Context: an optimization exercise on an open-source flow, tuned for small area, a short achievable clock period and few clock cycles. The choices shown serve that exercise and are no tape-out recipe.
Function was checked by simulation only, so behaviour that the tests miss may differ from the original.

==> flow/design.v, too long to show whole: its modules and the start of the top module <==
// module ck_table: 11 lines
// module out_fifo: 29 lines
// module ed_rowbuf: 25 lines
// module ed_luma: 188 lines
// module ed_blend: 293 lines
// module thermy_ck8: 611 lines
module thermy_ck8 #(
    parameter WMAX = 32,
    parameter AW   = 5,
    parameter [7:0] PRE0 = 8'h51,
    parameter [7:0] PRE1 = 8'h78
) (
    input  wire        clk,
    input  wire        rst,
    input  wire        cmd_valid,
    output wire        cmd_ready,
    input  wire [31:0] cmd_data,
    output reg  [31:0] res,
    output reg         res_valid,
    output wire        out_valid,
    input  wire        out_ready,
    output wire [7:0]  out_data
);
  // ...
==> flow/flow/run.sh <==
#!/bin/bash
set -euo pipefail
bash standard.sh SETUP_SLACK_MARGIN=14.6 SKIP_GATE_CLONING=1 \
    "BUFFER_PORTS_ARGS=-buffer_cell sky130_fd_sc_hd__buf_4" finish > standard_make.log 2>&1
==> flow/standard.sh <==
#!/bin/bash
# synth_recipe.tcl (not shown) runs the flow's synth.tcl, then flattens the netlist and writes it again
# the make line also repeats each setting of config.mk as NAME=value (left out here)
make -C /OpenROAD-flow-scripts/flow DESIGN_CONFIG=/design/flow/config.mk WORK_HOME=/design/flow/orfs CLKGATE_MAP_FILE= SYNTH_SCRIPT=/design/flow/synth_recipe.tcl "${@:-finish}"
==> flow/config.mk <==
export PLATFORM = sky130hd
export DESIGN_NAME = thermy_ck8
export DESIGN_NICKNAME = thermy_ck8
export VERILOG_FILES = /design/flow/design.v
export SDC_FILE = /design/flow/constraint.sdc
export NUM_CORES = 4
export LEC_CHECK = 0
export CAP_MARGIN = 20
export CORE_MARGIN = 2
export CORE_UTILIZATION = 20
export CTS_CLUSTER_DIAMETER = 150
export CTS_CLUSTER_SIZE = 20
export PLACE_DENSITY = 0.3
export SLEW_MARGIN = 20
==> flow/constraint.sdc <==
create_clock -name core_clock -period 20.0 [get_ports {clk}]
set_input_delay 4.0000 -clock core_clock [delete_from_list [all_inputs] [get_ports {clk}]]
set_output_delay 4.0000 -clock core_clock [all_outputs]
set_load 0.01 [all_outputs]
==> reports/qor.txt, run 1 <==
Hold_ws = 0.327 ns
Detailed-route via count = 36900
Final non-filler cell total = 8362
Share of post-route cells with drive strength above 1 = 11.2%
Synth Area in Adders = 13.2%
Final total negative setup slack = 0 ns
Number of tap instances = 3202
Worst hold path class = flop to flop
Number of enable-type register cells in the synthesized netlist = 374
Async S/R FF share, synth = 0%
Leading cell types by total area after synthesis = sky130_fd_sc_hd__edfxtp_1 (23%), sky130_fd_sc_hd__dfxtp_1 (20%), sky130_fd_sc_hd__fa_1 (8.2%)
Status = no timing/DRC/antenna violations
Largest cell class by area = multi-input combinational cells
Logic depth of the worst setup path including buffers = 5
Largest register FFs = 248
Number of design rule violations left after detail routing = 0
Parity-gate share of the synthesized area counting xor and xnor cells = 6.68%
FILL cells = 26300
Most used flip-flop cell after synthesis = sky130_fd_sc_hd__dfxtp_1
Dominant combinational cell family by area after synthesis = simple AND/OR/NAND/NOR gates
Area of combinational cells with multiple inputs = 0.0261 mm^2
Setup WS post-layout = 14.60 ns
Initial cell density of the core = 20.1%
Top metal layer carrying routed signals = met4
Placement Rows = 181
Most frequent cells in the layout = sky130_fd_sc_hd__nor2_1 (478), sky130_fd_sc_hd__dfxtp_1 (464), sky130_fd_sc_hd__nand2_1 (403), sky130_fd_sc_hd__inv_1 (394), sky130_fd_sc_hd__edfxtp_1 (374)
Cts-stage hold buffer count = 0
Testbench counts, summed over its fixed seeds: cycles 10,584.
==> inputs of run 2 (changes only) <==
--- a/flow/config.mk
+++ b/flow/config.mk
@@ -9,6 +9,6 @@
 export CORE_MARGIN = 2
-export CORE_UTILIZATION = 20
+export CORE_UTILIZATION = 40
 export CTS_CLUSTER_DIAMETER = 150
 export CTS_CLUSTER_SIZE = 20
-export PLACE_DENSITY = 0.3
+export PLACE_DENSITY = 0.55
 export SLEW_MARGIN = 20
==> run 2 against run 1 <==
Cell area decreased by 4.8%. Setup slack gained 0.077 ns. Largest cell class unchanged. Critical path depth decreased by 4. Synthesized cell count did not move. Critical endpoint is now res[0]. Still clean.
==> reports/qor.txt, run 2 <==
Most frequent cells in the layout = sky130_fd_sc_hd__nor2_1 (482), sky130_fd_sc_hd__dfxtp_1 (473), sky130_fd_sc_hd__nand2_1 (403), sky130_fd_sc_hd__inv_1 (394), sky130_fd_sc_hd__edfxtp_1 (374)
Number of hold violations in the final report = 0
Sequential fraction of the synthesis area = 43.1%
Number of distinct library cells after synthesis = 107
Setup Viol. Count Final = 0
Slew at the pin closest to its max-slew limit = 1.14 ns
Post-CTS clock slew at the launch and capture registers of the worst setup and hold paths = 0.10 ns
Number of global-route vias before repair = 34900
Fmax achieved = 0.188 GHz
Clock latency on the worst-skew pair = 0.71 ns
CTS tree = yes
Worst hold path class = flop to flop
Count of pins over their slew limit = 0
TritonCTS Buffers = 49
Seq cells post-synth = 867
Post-Synthesis Mean Instance Area = 9.77 um^2
Top-area cell type share of the netlist area = 22.9%
Critical Path AT = 1.33 ns
Hold Crit Start = k5[1]$_DFF_P_
Top cell type by total area after synthesis = sky130_fd_sc_hd__edfxtp_1
Final worst path period share = 26.6%
Post-layout nets = 5518
Yosys warning total = 6
Data required time at the worst endpoint = 16.00 ns
Number of antenna violations at the first check in global routing = 1
Delay of the slowest critical-path stage = 0.47 ns
Overall overflow remaining after global route = 0
Final worst clock skew = 0.0529 ns
Num ports = 79
First element of the critical path = res[0]$_SDFFE_PP0P_
Sum of buffers and inverters on the critical path = 1
Worst-case headroom to the max-slew limit = 23.3%
Async S/R FF share, synth = 0% (unchanged)
Number of cells produced by synthesis = 5010
Gp weighted congestion = 0.892
Leading cell types by total area after synthesis = sky130_fd_sc_hd__edfxtp_1 (23%), sky130_fd_sc_hd__dfxtp_1 (20%), sky130_fd_sc_hd__fa_1 (8.2%)
H-tree Lvls = 2
DIE AREA = 0.125 mm^2
Status = no timing/DRC/antenna violations
Crit. End Element = output pin
Post-route minimum period = 5.33 ns
Number of enable-type register cells in the synthesized netlist = 374 (unchanged)
Layout-stage area growth over the synthesis result = 10.3%
Largest net degree at the start of global routing = 73
Number of I/O port buffers = 78
Wirelength, routed = 134000 um
Initial cell density of the core = 40.3% (+20 points)
Most common cell after layout, fill and taps aside = sky130_fd_sc_hd__nor2_1
Core Box Area = 0.122 mm^2
Placement Rows = 128 (-29%)
Detailed-route via count = 36800 (-0.31%)
Clock net sink count = 867
Antenna viol nets, final = 0
Clock tree buffer depth = 3
Worst setup path class = flop to output pin
Largest register FFs = 248 (unchanged)
Startpoint class of the critical path = flop
Most used flip-flop cell after synthesis = sky130_fd_sc_hd__dfxtp_1
Global-route wire length before repair = 206000 um
RSZ-0062 raised after global routing = no
Floorplan die width = 354 um
Origin of the critical flop-to-flop path = alpha[4]$_SDFFE_PP1P_
Netlist area before placement = 0.0490 mm^2
Library cell with the highest instance count after synthesis = sky130_fd_sc_hd__dfxtp_1
Placed wire-length estimate after detailed placement = 96000 um
Final total negative setup slack = 0 ns (unchanged)
Synth Net Count = 5441
Cells traversed along the worst timing path = buf_4
Drt wl/cell = 19.8 um
Cell family contributing the most delay on the critical path = flip-flops
Crit Path Max Fanout = 2
Cell types with the highest counts after synthesis = sky130_fd_sc_hd__dfxtp_1 (493), sky130_fd_sc_hd__nor2_1 (489), sky130_fd_sc_hd__inv_1 (408), sky130_fd_sc_hd__nand2_1 (405), sky130_fd_sc_hd__edfxtp_1 (374)
Vias/cell = 5.46
DR pass1 iterations = 6
Number of DRC markers after the initial detailed-route iteration = 3229
Largest register by flop count = u_ring.r
Cts-stage hold buffer count = 0 (unchanged)
Number of maximum-capacitance violations = 0
Vert. Die Dim = 354 um
CTS root buf = sky130_fd_sc_hd__clkbuf_16
Aggregate global-route resource usage = 20.8%
Number of design rule violations left after detail routing = 0 (unchanged)
Cell with the biggest individual delay on the critical path = sky130_fd_sc_hd__dfxtp_1
Share of post-route cells with drive strength above 1 = 9.77% (-1.4 points)
run 2: cell counts after synthesis:
No cell type changed its count.
run 2: logic make-up after synthesis:
logic type	share of synthesized area [%]
AO/OA/AOI/OAI	14.4
XOR/XNOR	6.68
flip-flops	43.1
multiplexers	2.09
AND/OR/NAND/NOR	15.7
buffers and inverters	4.85
adder cells (fa/ha/maj)	13.2
run 2: final cells by class:
class | instances | area, um^2
sequential | 867 | 21100
tap | 1625 | 2030
antenna | 1 | 2.50
fill | 11700 | 67600
clock inverter | 4 | 76.3
multi-input combinational | 3526 | 25900
inverter | 414 | 1590
timing repair buffer | 229 | 1920
clock buffer | 78 | 1350
run 2: worst paths after layout:
kind | end | slack, ns | depth (start not counted)
max | res[0] | 14.67 | 1
min | k6[1]$_DFF_P_ | 0.32 | 0
max reg2reg | p3[18]$_DFF_P_ | 14.75 | 23
min reg2reg | k6[1]$_DFF_P_ | 0.32 | 0
run 2: repair_timing:
item                                    in CTS  in global routing
gates cloned                                 0                  0
pin swaps                                    3                 34
buffers inserted                            19                 74
endpoints found under the setup margin      77                130
resized for setup                           55                 97
run 2: stage by stage:
step | setup slack (ns) | area, um^2 | utilization (%) | instances | hold WS [ns]
2_1_floorplan | 14.68 | 49000 | - | 5010 | 0.310
3_3_place_gp | 13.95 | 51200 | 42.1 | 6565 | 0.311
3_5_place_dp | 13.91 | 51300 | 42.2 | 6567 | 0.312
4_1_cts | 14.60 | 53000 | 43.6 | 6668 | 0.323
5_1_grt | 14.55 | 54000 | 44.4 | 6743 | 0.337
6_report | 14.67 | 54000 | 44.4 | 6744 | 0.322
run 2: per-layer routing:
layer	vias to the layer above	wire [um]	track usage [%]
li1	17600	-	-
met1	18000	61300	29.0
met2	959	61300	33.1
met3	209	6960	2.89
met4	2	4190	6.89
met5	-	13	0
==> inputs of run 3 (changes only) <==
--- a/flow/config.mk
+++ b/flow/config.mk
@@ -9,6 +9,6 @@
 export CORE_MARGIN = 2
-export CORE_UTILIZATION = 40
+export CORE_UTILIZATION = 30
 export CTS_CLUSTER_DIAMETER = 150
 export CTS_CLUSTER_SIZE = 20
-export PLACE_DENSITY = 0.55
+export PLACE_DENSITY = 0.45
 export SLEW_MARGIN = 20
==> run 3 against run 2 <==
Still clean. Final cell count rose by 7.9%. Utilization fell by 11 points. Sequential share of layout area fell by 0.36 points. Die area rose by 33%. Global-route usage fell by 4.2 points. Wire length rose by 5.9%. Via count fell by 0.84%. Worst hold slack improved by 0.0034 ns. Flip-flop and latch count did not move. Critical endpoint unchanged.
==> reports/qor.txt, run 3 <==
DR pass1 iterations = 5 (-1)
Final worst clock skew = 0.0678 ns (+0.0149 ns)
Post-CTS clock slew at the launch and capture registers of the worst setup and hold paths = 0.11 ns (about the same)
Final non-filler cell total = 7274 (+7.9%)
Layout-stage area growth over the synthesis result = 11.3%
Synth Net Count = 5441 (unchanged)
Leading cell types by total area after synthesis = sky130_fd_sc_hd__edfxtp_1 (23%), sky130_fd_sc_hd__dfxtp_1 (20%), sky130_fd_sc_hd__fa_1 (8.2%)
Number of global-route vias before repair = 35100 (+0.63%)
Cts-stage hold buffer count = 0 (unchanged)
First element of the critical path = res[0]$_SDFFE_PP0P_
Origin of the critical flop-to-flop path = alpha[0]$_SDFFE_PP1P_
Final total negative setup slack = 0 ns (unchanged)
Placed wire-length estimate after detailed placement = 101000 um (+5.5%)
Count of pins over their slew limit = 0 (unchanged)
Clock latency on the worst-skew pair = 0.72 ns (about the same)
Final worst path period share = 26.7% (+0.048 points)
Number of I/O port buffers = 78 (unchanged)
Post-layout nets = 5497 (-0.38%)
Number of maximum-capacitance violations = 0 (unchanged)
Core Box Area = 0.162 mm^2 (+34%)
Sequential fraction of the synthesis area = 43.1% (unchanged)
Aggregate global-route resource usage = 16.5% (-4.2 points)
Post-route minimum period = 5.34 ns (+0.00960 ns)
Most frequent cells in the layout = sky130_fd_sc_hd__nor2_1 (479), sky130_fd_sc_hd__dfxtp_1 (476), sky130_fd_sc_hd__nand2_1 (402), sky130_fd_sc_hd__inv_1 (398), sky130_fd_sc_hd__edfxtp_1 (374)
Largest register by flop count = u_ring.r
Area after detailed placement = 0.0519 mm^2 (+1.3%)
Netlist area before placement = 0.0490 mm^2 (unchanged)
Sum of buffers and inverters on the critical path = 1 (unchanged)
Path depth of the worst reg2reg path = 22 (-4.3%)
Clock tree buffer depth = 3 (unchanged)
Worst-case headroom to the max-slew limit = 28.9% (+5.6 points)
Cell with the biggest individual delay on the critical path = sky130_fd_sc_hd__dfxtp_1
Yosys warning total = 6 (unchanged)
Placement Rows = 148 (+16%)
RSZ-0062 raised after global routing = no
Delay of the slowest critical-path stage = 0.47 ns (about the same)
Global-route wire length before repair = 217000 um (+5.1%)
Antenna viol nets, final = 0 (unchanged)
Logic depth of the worst setup path including buffers = 1 (unchanged)
Most used flip-flop cell after synthesis = sky130_fd_sc_hd__dfxtp_1
Status = no timing/DRC/antenna violations
Share of post-route cells with drive strength above 1 = 9.36% (-0.41 points)
Largest net degree at the start of global routing = 90 (+23%)
Largest register FFs = 248 (unchanged)
Async S/R FF share, synth = 0% (unchanged)
Post-Synthesis Mean Instance Area = 9.77 um^2 (unchanged)
Cell family contributing the most delay on the critical path = flip-flops
Library cell with the highest instance count after synthesis = sky130_fd_sc_hd__dfxtp_1
Number of enable-type register cells in the synthesized netlist = 374 (unchanged)
Wirelength, routed = 142000 um (+5.9%)
Fmax achieved = 0.187 GHz (-0.18%)
Worst hold path class = flop to flop
Crit. End Element = output pin
Number of design rule violations left after detail routing = 0 (unchanged)
Top-area cell type share of the netlist area = 22.9% (unchanged)
H-tree Lvls = 2 (unchanged)
CTS tree = yes
Vias/cell = 5.02 (-8.1%)
Drt wl/cell = 19.5 um (-1.8%)
Number of hold violations in the final report = 0 (unchanged)
Number of cells in the design after placement = 7113 (+8.3%)
TritonCTS Buffers = 50 (+2.0%)
Number of antenna violations at the first check in global routing = 4 (+3)
Design area = 0.0545 mm^2 (+0.93%)
Crit Path Max Fanout = 2 (unchanged)
Cells traversed along the worst timing path = buf_4
Setup Viol. Count Final = 0 (unchanged)
Gp weighted congestion = 0.902 (+1.1%)
DIE AREA = 0.166 mm^2 (+33%)
Number of DRC markers after the initial detailed-route iteration = 2582 (-20%)
Detailed-route via count = 36500 (-0.84%)
Seq cells post-synth = 867 (unchanged)
Vert. Die Dim = 408 um (+15%)
Floorplan die width = 408 um (+15%)
Number of distinct library cells after synthesis = 107 (unchanged)
Critical Path AT = 1.34 ns (about the same)
Most common cell after layout, fill and taps aside = sky130_fd_sc_hd__nor2_1
Number of cells produced by synthesis = 5010 (unchanged)
Cell types with the highest counts after synthesis = sky130_fd_sc_hd__dfxtp_1 (493), sky130_fd_sc_hd__nor2_1 (489), sky130_fd_sc_hd__inv_1 (408), sky130_fd_sc_hd__nand2_1 (405), sky130_fd_sc_hd__edfxtp_1 (374)
Initial cell density of the core = 30.2% (-10 points)
Data required time at the worst endpoint = 16.00 ns (about the same)
Slew at the pin closest to its max-slew limit = 1.07 ns (-0.0744 ns)
Flop2flop setup slack = 14.81 ns (+0.06 ns)
CTS root buf = sky130_fd_sc_hd__clkbuf_16
Num ports = 79 (unchanged)
Capture point of the critical path = res[0]
Top cell type by total area after synthesis = sky130_fd_sc_hd__edfxtp_1
Capturing point of the worst reg2reg path = p3[25]$_DFF_P_
Clock net sink count = 867 (unchanged)
Overall overflow remaining after global route = 0 (unchanged)
Startpoint class of the critical path = flop
Worst setup path class = flop to output pin
## run 3: changes by cell type in the layout (fill, tap and decap cells not counted), moves of 3 or more
| cell | delta |
|---|---|
| sky130_fd_sc_hd__inv_1 | +4 |
| sky130_fd_sc_hd__dfxtp_1 | +3 |
| sky130_fd_sc_hd__buf_4 | -15 |
| sky130_fd_sc_hd__nor2_2 | +3 |
| sky130_fd_sc_hd__inv_2 | -4 |
| sky130_fd_sc_hd__dfxtp_2 | -4 |
| sky130_fd_sc_hd__nor2_1 | -3 |
## run 3: repair_timing
| item | 4_1_cts | 5_1_grt |
|---|---|---|
| setup buffers | 33 | 43 |
| pin swaps | 6 | 24 |
| setup endpoints to repair | 181 | 104 |
| gates resized for setup | 65 | 88 |
## run 3: cell families (layout without fill, tap and decap cells)
kind of cell / count (synthesis) / count (layout) / share of synthesized area (%)
XOR/XNOR: 371 / 371 / 6.68
multiplexers: 96 / 96 / 2.09
flip-flops: 867 / 867 / 43.1
buffers and inverters: 617 / 705 / 4.85
AO/OA/AOI/OAI: 1065 / 1065 / 14.4
AND/OR/NAND/NOR: 1599 / 1599 / 15.7
adder cells (fa/ha/maj): 395 / 395 / 13.2
other: 0 / 1 / 0
## run 3: worst min path at each step
stage                     cells after the start     startpoint  slack (ns)            end
after global placement                        0     z4$_DFF_P_        0.31     z5$_DFF_P_
after global routing                          0  k3[1]$_DFF_P_        0.34  k4[1]$_DFF_P_
after CTS                                     0     z1$_DFF_P_        0.33     z3$_DFF_P_
after detailed placement                      0     z1$_DFF_P_        0.31     z3$_DFF_P_
after floorplan                               0   bit3$_DFF_P_        0.31   bit4$_DFF_P_
final                                         0     z1$_DFF_P_        0.33     z3$_DFF_P_
## run 3: stage by stage
step / hold WS (ns) / util [%] / setup slack (ns)
CTS: 0.330 / 33.2 / 14.60
detailed placement: 0.312 / 32.0 / 13.20
finish: 0.325 / 33.6 / 14.66
global route: 0.336 / 33.6 / 14.57
floorplan: 0.310 / - / 14.68
global placement: 0.310 / 32.0 / 13.26
## run 3: per-layer routing
layer,up-vias,routed length (um),global-route usage [%]
met5,-,13,0
met4,2,4170,4.81
met3,187,6360,2.15
met2,784,65200,26.8
met1,17900,65800,23.0
li1,17600,-,-
## run 3: layout make-up
class / count / area (um^2)
fill: 16600 / 108000
clock inverter: 5 / 77.6
clock buffer: 79 / 1360
sequential: 867 / 21100
multi-input combinational: 3526 / 25900
inverter: 414 / 1590
timing repair buffer: 207 / 1700
antenna: 1 / 2.50
tap: 2175 / 2720

==> afterwards: timing with drivers on the ports <==
The flow's constraints put no driver on any port. The routed layouts listed below were extracted and timed again, unchanged, in two steps.
Step 1, drivers: a clkbuf_16 drives clk and a buf_2 each remaining input, both assumed.
Step 2 adds t to the input delays and takes it off the output delays; t is the mean of the earliest and latest rising clock arrival at the registers after step 1. Input paths then give back, and output paths get back, about the clock's delay inside the block.
Slacks: ideal ports / drivers / drivers and shift; pairs: ideal ports / drivers.
| run | shift t [ns] | slack for setup (ns) | slew at the worst register clock pin (ns) |
|---|---|---|---|
| run 1 | 0.791 | 14.596 / 14.599 / 13.857 | 0.11 / 0.11 |
| run 2 | 0.756 | 14.673 / 14.593 / 14.093 | 0.11 / 0.11 |
| run 3 | 0.759 | 14.663 / 14.585 / 14.008 | 0.11 / 0.11 |
After both steps every run listed still meets setup and hold. For run 1, which loses most, drivers alone change the setup slack by +0.003 ns; drivers and shift together by -0.739 ns.
